This is an optimization exercise on Yosys and OpenROAD, whose aim is small area, a short achievable clock period and few clock cycles per item, not a production implementation. Only simulation tests tie the RTL to the original design; equivalence was not proved. Power and IR drop assume default switching activity.

[config.mk]
export PLATFORM = sky130hd
export DESIGN_NAME = ghost_mask
export DESIGN_NICKNAME = ghost_mask
export VERILOG_FILES = /design/flow/design.v
export SDC_FILE = /design/flow/constraint.sdc
export NUM_CORES = 4
export LEC_CHECK = 0
export ABC_AREA = 1
export CAP_MARGIN = 5
export CORE_MARGIN = 2
export CORE_UTILIZATION = 75
export CTS_BUF_LIST = sky130_fd_sc_hd__clkbuf_8
export CTS_CLUSTER_DIAMETER = 70
export CTS_CLUSTER_SIZE = 18
export SLEW_MARGIN = 5
[constraint.sdc]
create_clock -name core_clock -period 30.0 [get_ports {clk}]
set_input_delay 6.0000 -clock core_clock [delete_from_list [all_inputs] [get_ports {clk}]]
set_output_delay 6.0000 -clock core_clock [all_outputs]
set_load 0.01 [all_outputs]
[design.v]
module ghost_mask (
    input  wire       clk,
    input  wire       rst,         
    input  wire       in_valid,
    output wire       in_ready,
    input  wire [7:0] in_cyc,
    input  wire       in_last,     
    input  wire [1:0] in_wsel,     
    input  wire [4:0] in_cols,     
    input  wire [7:0] in_tol,      
    output wire       out_valid,
    input  wire       out_ready,
    output wire       out_mask,
    output wire       out_last     
);
    localparam [1:0] M_IDLE = 2'd0, M_RUN = 2'd1, M_TAIL = 2'd2, M_FLUSH = 2'd3;
    function gt8;
        input [7:0] a, b;
        reg [7:0] g0, e0;
        reg [3:0] g1, e1;
        reg [1:0] g2, e2;
        integer n;
        begin
            g0 = a & ~b;
            e0 = ~(a ^ b);
            for (n = 0; n < 4; n = n + 1) begin
                g1[n] = g0[2*n+1] | (e0[2*n+1] & g0[2*n]);
                e1[n] = e0[2*n+1] & e0[2*n];
            end
            for (n = 0; n < 2; n = n + 1) begin
                g2[n] = g1[2*n+1] | (e1[2*n+1] & g1[2*n]);
                e2[n] = e1[2*n+1] & e1[2*n];
            end
            gt8 = g2[1] | (e2[1] & g2[0]);
        end
    endfunction
    function [7:0] max8;
        input [7:0] a, b;
        max8 = gt8(a, b) ? a : b;
    endfunction
    function [7:0] min8;
        input [7:0] a, b;
        min8 = gt8(a, b) ? b : a;
    endfunction
    reg       a0;
    reg [7:0] p_pix;
    reg       p_last;
    reg       in_ready_r;
    reg       waitf;       
    reg [1:0] h_r;
    reg [4:0] wm1_r;
    reg [7:0] tol_r;
    wire [3:0] sel = wm1_r[4] ? wm1_r[3:0] : 4'd0;
    reg rst_r;
    wire acc_in = in_valid && in_ready_r && !rst;
    always @(posedge clk) begin
        p_pix <= in_cyc;
        p_last <= in_last;
        a0    <= acc_in;
        rst_r <= rst;
        if (waitf) begin
            h_r   <= in_wsel;
            wm1_r <= in_cols;
            tol_r <= in_tol;
        end
    end
    reg [1:0] mode;
    reg [4:0] ncol;        
    reg [4:0] dph;         
    reg [2:0] rs;          
    reg [2:0] wb;          
    reg [1:0] vp;          
    reg [1:0] fl;          
    reg       credit_ok;      
    reg       vv, vrs, vem, vlast, vfst;
    reg [5:0] vm;
    wire first  = (mode == M_IDLE);
    wire al0    = (dph == 5'd0);                 
    wire vtick  = (mode == M_TAIL) && al0 && credit_ok;
    wire tick   = a0 || vtick;
    wire rowend = (ncol == wm1_r);
    reg  [5:0] vmask;
    reg  [5:0] wmask;
    integer b, kk;
    always @(*) begin
        for (b = 0; b < 6; b = b + 1) begin
            kk = wb - b;
            if (kk <= 0) kk = kk + 6;
            vmask[b] = (kk <= 2 * h_r) && (kk <= rs) && (kk >= vp);
            wmask[b] = a0 && (wb == b);
        end
    end
    wire last_e = vtick ? (vp == h_r && rowend) : (p_last && h_r == 2'd0);
    reg [1:0] mode_n;
    always @(*) begin
        mode_n = mode;
        if (a0) begin
            if (p_last) mode_n = (h_r == 2'd0) ? M_FLUSH : M_TAIL;
            else        mode_n = M_RUN;
        end else if (vtick) begin
            if (last_e) mode_n = M_FLUSH;
        end else if (mode == M_FLUSH && (fl == 2'd0 || (bubble && fl == 2'd1))) begin
            mode_n = M_IDLE;
        end
    end
    wire [4:0] lm1   = {1'b1, sel};              
    wire       wshort = !wm1_r[4];               
    wire [4:0] lmw   = wshort ? 5'd16 - {1'b0, wm1_r[3:0]} : 5'd0;    
    wire [4:0] dph_n = !tick ? ((dph == 5'd0) ? lm1 : dph - 5'd1) :
                       rowend ? lmw : 5'd0;
    wire [4:0] ncol_n = (mode_n == M_IDLE) ? 5'd0 : tick ? (rowend ? 5'd0 : ncol + 5'd1) : ncol;
    wire       e0n   = !(ncol_n == wm1_r && wshort);
    wire       e1n   = (dph_n == 5'd1);
    wire rdy_idle = credit_ok && (mode_n == M_IDLE);
    wire rdy_run1 = credit_ok && (mode_n == M_RUN) && e0n;
    wire rdy_run0 = credit_ok && (mode_n == M_RUN) && e1n;
    wire rdy_n = acc_in ? (!in_last && ((rdy_idle && in_cols != 5'd0) || rdy_run1)) :
                          (rdy_idle || rdy_run0);
    wire bubble = (mode == M_FLUSH) && !vv && (fl != 2'd0) && credit_ok;
    always @(posedge clk) begin
        dph <= dph_n;
        if (rst)
            in_ready_r <= 1'b0;
        else if (rst_r)
            in_ready_r <= 1'b1;
        else
            in_ready_r <= rdy_n;
        if (rst_r) begin
            mode  <= M_IDLE;
            waitf <= 1'b1;
            ncol  <= 5'd0;
            rs    <= 3'd0;
            wb    <= 3'd0;
            vp    <= 2'd0;
            fl    <= 2'd0;
        end else begin
            mode <= mode_n;
            if (acc_in)
                waitf <= 1'b0;
            ncol <= ncol_n;
            if (tick) begin
                if (rowend) begin
                    rs <= (rs == 3'd6) ? 3'd6 : rs + 3'd1;
                    wb <= (wb == 3'd5) ? 3'd0 : wb + 3'd1;
                    if (a0 && p_last) vp <= 2'd1;
                    else if (vtick)   vp <= vp + 2'd1;
                end
                if (last_e) fl <= h_r;
            end
            if (bubble) fl <= fl - 2'd1;
            if (mode_n == M_IDLE) begin
                waitf <= !acc_in;
                rs    <= 3'd0;
                wb    <= 3'd0;
                vp    <= 2'd0;
            end
        end
    end
    reg  [47:0]      s0;
    reg  [16*48-1:0] g16;
    reg  [47:0]      g1;
    reg  [2*48-1:0]  g2;
    reg  [4*48-1:0]  g4;
    reg  [8*48-1:0]  g8;
    wire [47:0] y0 = g16[16*48-1 -: 48];
    wire [47:0] y1 = sel[0] ? g1 : y0;
    wire [47:0] y2 = sel[1] ? g2[2*48-1 -: 48] : y1;
    wire [47:0] y3 = sel[2] ? g4[4*48-1 -: 48] : y2;
    wire [47:0] fb = sel[3] ? g8[8*48-1 -: 48] : y3;
    reg [5:0]  wmd;        
    reg [7:0]  rf;         
    reg        vreal;
    reg [47:0] s0_w;
    integer q;
    always @(*) begin
        for (q = 0; q < 6; q = q + 1)
            s0_w[8*q +: 8] = wmd[q] ? rf : s0[8*q +: 8];
    end
    always @(posedge clk) begin
        s0  <= fb;
        g16 <= {g16[15*48-1:0], s0_w};
        g1  <= y0;
        g2  <= {g2[47:0], y1};
        g4  <= {g4[3*48-1:0], y2};
        g8  <= {g8[7*48-1:0], y3};
    end
    always @(posedge clk) begin
        rf    <= p_pix;
        vreal <= a0;
        vm    <= vmask;
        vrs   <= (ncol == 5'd0);
        vem   <= (rs >= {1'b0, h_r});
        vlast <= last_e;
        vfst  <= first;
        if (rst_r) begin
            vv  <= 1'b0;
            wmd <= 6'd0;
        end else begin
            vv  <= tick;
            wmd <= wmask;
        end
    end
    reg [7:0] cx [0:6];
    reg [7:0] cn [0:6];
    integer e;
    always @(*) begin
        for (e = 0; e < 6; e = e + 1) begin
            cx[e] = s0[8*e +: 8] & {8{vm[e]}};
            cn[e] = s0[8*e +: 8] | {8{!vm[e]}};
        end
        cx[6] = rf & {8{vreal}};
        cn[6] = rf | {8{!vreal}};
    end
    wire [7:0] vmax = max8(max8(max8(cx[0], cx[1]), max8(cx[2], cx[3])),
                           max8(max8(cx[4], cx[5]), cx[6]));
    wire [7:0] vmin = min8(min8(min8(cn[0], cn[1]), min8(cn[2], cn[3])),
                           min8(min8(cn[4], cn[5]), cn[6]));
    reg [7:0] hmax [1:6];
    reg [7:0] hmin [1:6];
    reg [5:1] hrs;
    reg [3:1] hem;
    reg [3:1] hlast;
    wire      shift = vv || bubble;
    wire [5:0] rsn = {hrs[5:1], !vv || vrs};
    wire [3:0] emn = {hem[3:1] & {3{!(vv && vfst)}}, vv && vem};
    wire [3:0] lsn = {hlast[3:1], vv && vlast};
    integer j;
    always @(posedge clk) begin
        if (shift) begin
            hmax[1] <= vmax;
            hmin[1] <= vmin;
            for (j = 2; j < 7; j = j + 1) begin
                hmax[j] <= hmax[j - 1];
                hmin[j] <= hmin[j - 1];
            end
            hrs   <= rsn[4:0];
            hlast <= lsn[2:0];
        end
        if (rst_r)
            hem <= 3'd0;
        else if (shift)
            hem <= emn[2:0];
    end
    wire [5:0] hrs_nx = shift ? {rsn[4:0], 1'b0} : {hrs[5:1], 1'b0};
    wire [5:0] rsx    = {hrs_nx[5:1], !tick || (ncol == 5'd0)};
    reg  [6:0] hv_n, hv;
    always @(*) begin
        hv_n = 7'd0;
        case (h_r)
            2'd0: hv_n[0] = 1'b1;
            2'd1: begin
                hv_n[1] = 1'b1;
                hv_n[0] = !rsx[0];
                hv_n[2] = !rsx[1];
            end
            2'd2: begin
                hv_n[2] = 1'b1;
                hv_n[1] = !rsx[1];
                hv_n[0] = !(rsx[0] || rsx[1]);
                hv_n[3] = !rsx[2];
                hv_n[4] = !(rsx[2] || rsx[3]);
            end
            default: begin
                hv_n[3] = 1'b1;
                hv_n[2] = !rsx[2];
                hv_n[1] = !(rsx[1] || rsx[2]);
                hv_n[0] = !(rsx[0] || rsx[1] || rsx[2]);
                hv_n[4] = !rsx[3];
                hv_n[5] = !(rsx[3] || rsx[4]);
                hv_n[6] = !(rsx[3] || rsx[4] || rsx[5]);
            end
        endcase
    end
    always @(posedge clk) hv <= hv_n;
    reg [7:0] dx [1:6];
    reg [7:0] dn [1:6];
    integer m;
    always @(*) begin
        for (m = 1; m < 7; m = m + 1) begin
            dx[m] = hmax[m] & {8{hv[m]}};
            dn[m] = hmin[m] | {8{!hv[m]}};
        end
    end
    wire [7:0] qmax = max8(max8(max8(dx[1], dx[2]), dx[3]), max8(max8(dx[4], dx[5]), dx[6]));
    wire [7:0] qmin = min8(min8(min8(dn[1], dn[2]), dn[3]), min8(min8(dn[4], dn[5]), dn[6]));
    wire [7:0] wmax = max8(qmax, vmax & {8{hv[0]}});
    wire [7:0] wmin = min8(qmin, vmin | {8{!hv[0]}});
    reg c_emit, c_last;
    always @(*) begin
        case (h_r)
            2'd0:    begin c_emit = emn[0]; c_last = lsn[0]; end
            2'd1:    begin c_emit = emn[1]; c_last = lsn[1]; end
            2'd2:    begin c_emit = emn[2]; c_last = lsn[2]; end
            default: begin c_emit = emn[3]; c_last = lsn[3]; end
        endcase
    end
    reg [7:0] pmax, pmin;
    reg       pv, pl;
    always @(posedge clk) begin
        pmax <= wmax;
        pmin <= wmin;
        pl   <= c_last;
        if (rst_r) pv <= 1'b0;
        else       pv <= shift && c_emit;
    end
    wire res = ({1'b0, pmax} - {1'b0, pmin}) > {1'b0, tol_r};
    localparam integer QB = 6;     
    reg [QB-1:0] bm, bl;
    reg [2:0]    wp, rp;
    reg [2:0]    bc;                
    reg          ov, om, ol;
    wire [2:0] wp_n = (wp == QB - 1) ? 3'd0 : wp + 3'd1;
    wire [2:0] rp_n = (rp == QB - 1) ? 3'd0 : rp + 3'd1;
    wire       bne  = (bc != 3'd0);
    wire       hm   = bm[rp];
    wire       hl   = bl[rp];
    wire       fr_load = bne;
    wire [2:0] bc_fr = bc + {2'd0, pv} - {2'd0, bne};
    wire [2:0] bc_hd = bc + {2'd0, pv};
    wire       free  = out_ready || !ov;
    always @(posedge clk) begin
        if (pv) begin
            bm[wp] <= res;
            bl[wp] <= pl;
        end
        if (free && fr_load) begin
            om <= hm;
            ol <= hl;
        end
        if (rst_r) begin
            wp <= 3'd0;
            rp <= 3'd0;
            bc <= 3'd0;
            ov <= 1'b0;
        end else begin
            if (pv) wp <= wp_n;
            if (free) begin
                ov <= fr_load;
                if (fr_load) rp <= rp_n;
                bc <= bc_fr;
            end else begin
                bc <= bc_hd;
            end
            if (rst) ov <= 1'b0;
        end
    end
    always @(*) credit_ok = ({1'b0, bc} + {3'd0, ov}) <= 4'd2;
    assign in_ready  = in_ready_r;
    assign out_valid = ov;
    assign out_mask  = om;
    assign out_last  = ol;
endmodule
[flow/run.sh]
#!/bin/bash
# The standard layout, except that the port buffers are plain buf_2
# cells instead of the delay buffers buffer_ports picks by default.
set -euo pipefail
bash standard.sh BUFFER_PORTS_ARGS="-buffer_cell sky130_fd_sc_hd__buf_2" finish > standard.log 2>&1
[standard.sh]
#!/bin/bash
# synth_recipe.tcl (not shown) runs the flow's synth.tcl, then flattens the netlist and writes it again
# the make line also repeats each setting of config.mk as NAME=value (left out here)
make -C /OpenROAD-flow-scripts/flow DESIGN_CONFIG=/design/flow/config.mk WORK_HOME=/design/flow/orfs CLKGATE_MAP_FILE= SYNTH_SCRIPT=/design/flow/synth_recipe.tcl "${@:-finish}"
==> run notes <==
-- worst paths after layout --
kind | end | start | slack [ns]
worst max-delay path | out_mask | om | 22.70
worst min-delay path | g16[720] | g16[672] | 0.31
worst max register to register | pmin[1] | hv[4] | 23.26
worst min register to register | g16[720] | g16[672] | 0.31
-- cells by family after synthesis --
family                   count (synthesis)  share of synthesized area
AO/OA/AOI/OAI                          504                     0.0571
adder cells (fa/ha/maj)                247                     0.0612
AND/OR/NAND/NOR                       1412                      0.112
XOR/XNOR                                20                    0.00346
buffers and inverters                  416                     0.0320
multiplexers                            40                    0.00880
flip-flops                            1768                      0.725
-- flip-flops by register name, indices dropped and copies added, names as in the netlist, 48 cells and up --
signal / cells
g16: 768
g2: 96
g1: 48
hmin: 48
hmax: 48
g4: 192
g8: 384
s0: 48
-- where the power goes --
| part | switching, W | internal, W | total [W] |
|---|---|---|---|
| combinational | 0.000298 | 0.000155 | 0.000453 |
| sequential | 0.000184 | 0.00292 | 0.00311 |
| clock | 0.000667 | 0.000343 | 0.00101 |
-- per-stage QoR --
stage / worst slack [ns] / area [sq um] / total power [W]
3_5_place_dp: 23.03 / 51600 / 0.00360
5_1_grt: 22.62 / 53300 / 0.00477
6_report: 22.70 / 53300 / 0.00457
2_1_floorplan: 23.27 / 50600 / 0.00340
4_1_cts: 22.63 / 53300 / 0.00459
3_3_place_gp: 23.06 / 51600 / 0.00355
-- synth_stat cells, drive strengths merged, types with 2 or more instances --
| cell | number |
|---|---|
| mux2i | 4 |
| a311oi | 2 |
| o21a | 5 |
| clkbuf | 66 |
| nor3b | 2 |
| or2 | 11 |
| o211ai | 6 |
| nor4 | 2 |
| inv | 317 |
| ha | 246 |
| nor2 | 345 |
| nand2 | 930 |
| edfxtp | 133 |
| o21ai | 183 |
| clkinv | 4 |
| and2 | 3 |
| o21bai | 9 |
| buf | 29 |
| a31oi | 97 |
| o31ai | 2 |
| nor3 | 11 |
| dfxtp | 1635 |
| a2111oi | 3 |
| nand3b | 11 |
| xnor2 | 6 |
| a21oi | 137 |
| xor2 | 14 |
| o311ai | 2 |
| nand4 | 7 |
| a211oi | 37 |
| nand3 | 87 |
| o2111ai | 4 |
| a32oi | 3 |
| mux2 | 36 |
| o22ai | 6 |
-- routing by layer --
metal  GRT usage  wire (microns)
met1       0.364           42500
met3      0.0308            3800
met4      0.0785            2240
met5           0               0
met2       0.443           43100
-- cell type report --
| type | count | area [sq um] |
|---|---|---|
| well taps | 873 | 1090 |
| inverters | 321 | 1200 |
| multi-input cells | 2223 | 12300 |
| diodes | 2 | 5.00 |
| flip-flops and latches | 1768 | 36700 |
| clock buffers | 111 | 1530 |
| fillers | 3981 | 13800 |
| repair buffers | 41 | 230 |
| clock inverters | 27 | 178 |
-- placed cells by master, fill, tap and decap left out, types with 7 or more instances in the layout --
cell,count
o21bai_1,9
a31oi_1,97
a21oi_1,137
buf_2,31
nand4_1,7
o21ai_1,12
nand2_2,28
nand3b_1,11
dfxtp_1,1635
o21ai_0,171
nand3_1,86
nand2_1,894
nand2_4,7
xor2_1,14
ha_1,246
nor3_1,10
edfxtp_1,133
inv_2,13
nor2_1,339
mux2_2,36
or2_2,7
buf_4,10
clkbuf_8,111
a211oi_1,35
inv_1,321
==> flow_metrics.env <==
export IMPL_synth_ff_type="dfxtp_1"
export IMPL_io_pins=32
export IMPL_num_nets_final=4739
export IMPL_p_per_area_nw_per_um2=85.8
export IMPL_path_cells="buf_2"
export IMPL_start_util=0.755
export IMPL_synthCells=4407
export IMPL_skew_ns=0.0377
export IMPL_dieArea_sq_um=69600
export IMPL_clkTransAtPathRegs_ns=0.11
export IMPL_syn_area_per_cell_sq_um=11.5
export IMPL_min_path_cells=0
export IMPL_synthTopCellsByArea="dfxtp_1 (65%), edfxtp_1 (7.9%), nand2_1 (6.7%)"
export IMPL_synth_warning_count=7
export IMPL_hold_path_class="reg -> reg"
export IMPL_setup_tns_ns=0
export IMPL_drv_slew=0
export IMPL_cts_tree="yes"
export IMPL_grt_pass1_vias=27700
export IMPL_min_period_ns=7.30
export IMPL_postRouteAntennaNets=0
export IMPL_grt_overflow=0
export IMPL_drive_above_1_share=0.0590
export IMPL_cp_slowest_cell="edfxtp_1"
export IMPL_worstSetupPathType="reg -> out"
export IMPL_outcome="timing/DRC/antenna clean"
export IMPL_required_ns=24.00
export IMPL_path_depth=1
export IMPL_worst_slew_pin_slew_ns=0.950
export IMPL_grtUsageTotal=0.263
export IMPL_synthArstFlopShare=0
export IMPL_ir_drop_uv=70.0
export IMPL_globalplace_congestion=0.883
export IMPL_yosysSeqAreaShare=0.725
export IMPL_cts_setup_buffers=0
export IMPL_crit_path_end_kind="primary output"
export IMPL_htree_num_levels=3
export IMPL_finish_utilization=0.795
export IMPL_cts_num_sinks=1768
export IMPL_reg2reg_depth=30
export IMPL_dp_cells=5226
export IMPL_critPathLaunchType="flop"
export IMPL_cp_top_family="flip-flops"
export IMPL_ys_types=61
export IMPL_worstPathMaxFanout=1
export IMPL_rsz0062_at_grt="no"
export IMPL_fin_hold_ws_ns=0.305
export IMPL_crit_buf_inv=1
export IMPL_core_rowCount=95
export IMPL_cts_resized=0
export IMPL_coreArea_sq_um=67000
export IMPL_synth_seq_cells=1768
export IMPL_cts_buffers_inserted=109
export IMPL_synth_top_cell_area_share=0.646
export IMPL_slew_headroom=0.350
export IMPL_area_delta_synth_final_pct=5.23
export IMPL_num_vias=28400
export IMPL_grt_pass1_wl_mm=144
export IMPL_cpPeakStageDelay_ns=0.38
export IMPL_clockBufferDepth=3
export IMPL_viasPerCell=5.30
export IMPL_critPathArrivalTime_ns=1.30
export IMPL_setup_viol=0
export IMPL_fin_cells=5366
export IMPL_clk_insertion_delay_late_ns=0.77
export IMPL_wirelength_mm=91.6
export IMPL_maxCapViolations=0
export IMPL_detail_route_first_pass_iterations=8
export IMPL_antenna_found_initial=3
export IMPL_power_leakage_nw=23.9
export IMPL_fmax_ghz=0.137
export IMPL_fp_dieH_microns=264
export IMPL_syn_nets=4682
export IMPL_grt_max_degree=60
export IMPL_wl_per_cell_microns=17.1
export IMPL_clockRootBuffer="clkbuf_8"
export IMPL_drc=0
export IMPL_synth_largest_area_cell="dfxtp_1"
export IMPL_die_x_microns=264
export IMPL_port_buffers=31
export IMPL_hpwlAfterDp_mm=61.8
export IMPL_drt_iter0_drc=1906
export IMPL_cts_hold_buffers=0
export IMPL_finalHoldViolCount=0
export IMPL_fin_crit_sh=0.243
export IMPL_synth_edf_count=133
export IMPL_syn_area_sq_um=50600
Testbench counts, summed over its fixed seeds: cycles 35,203, items 32,428.

[static timing again, ports no longer ideal]
Ports are ideal in the flow. The routed layout listed here was re-timed in OpenROAD.
Step 1 sets driving cells, clkbuf_16 on the clock port and buf_2 on the other inputs (assumed; they add their load-dependent delay and slew).
Step 2, shift: input delay + t, output delay - t, t = (earliest + latest rising clock arrival at the registers) / 2. This alone moves slack from input paths to output paths.
a / b / c = ideal ports / drivers / drivers and shift; a / b = the first two.
shift t [ns]: 0.810
setup WS [ns]: 22.696 / 22.636 / 23.024
worst setup path at the end: input to register
worst slew at a driven data input, ns: 0.04
cell pins on the clock port's net: 1
After both steps setup and hold are still met in this run. For this run, drivers alone change the setup slack by -0.060 ns; drivers and shift together by +0.328 ns.
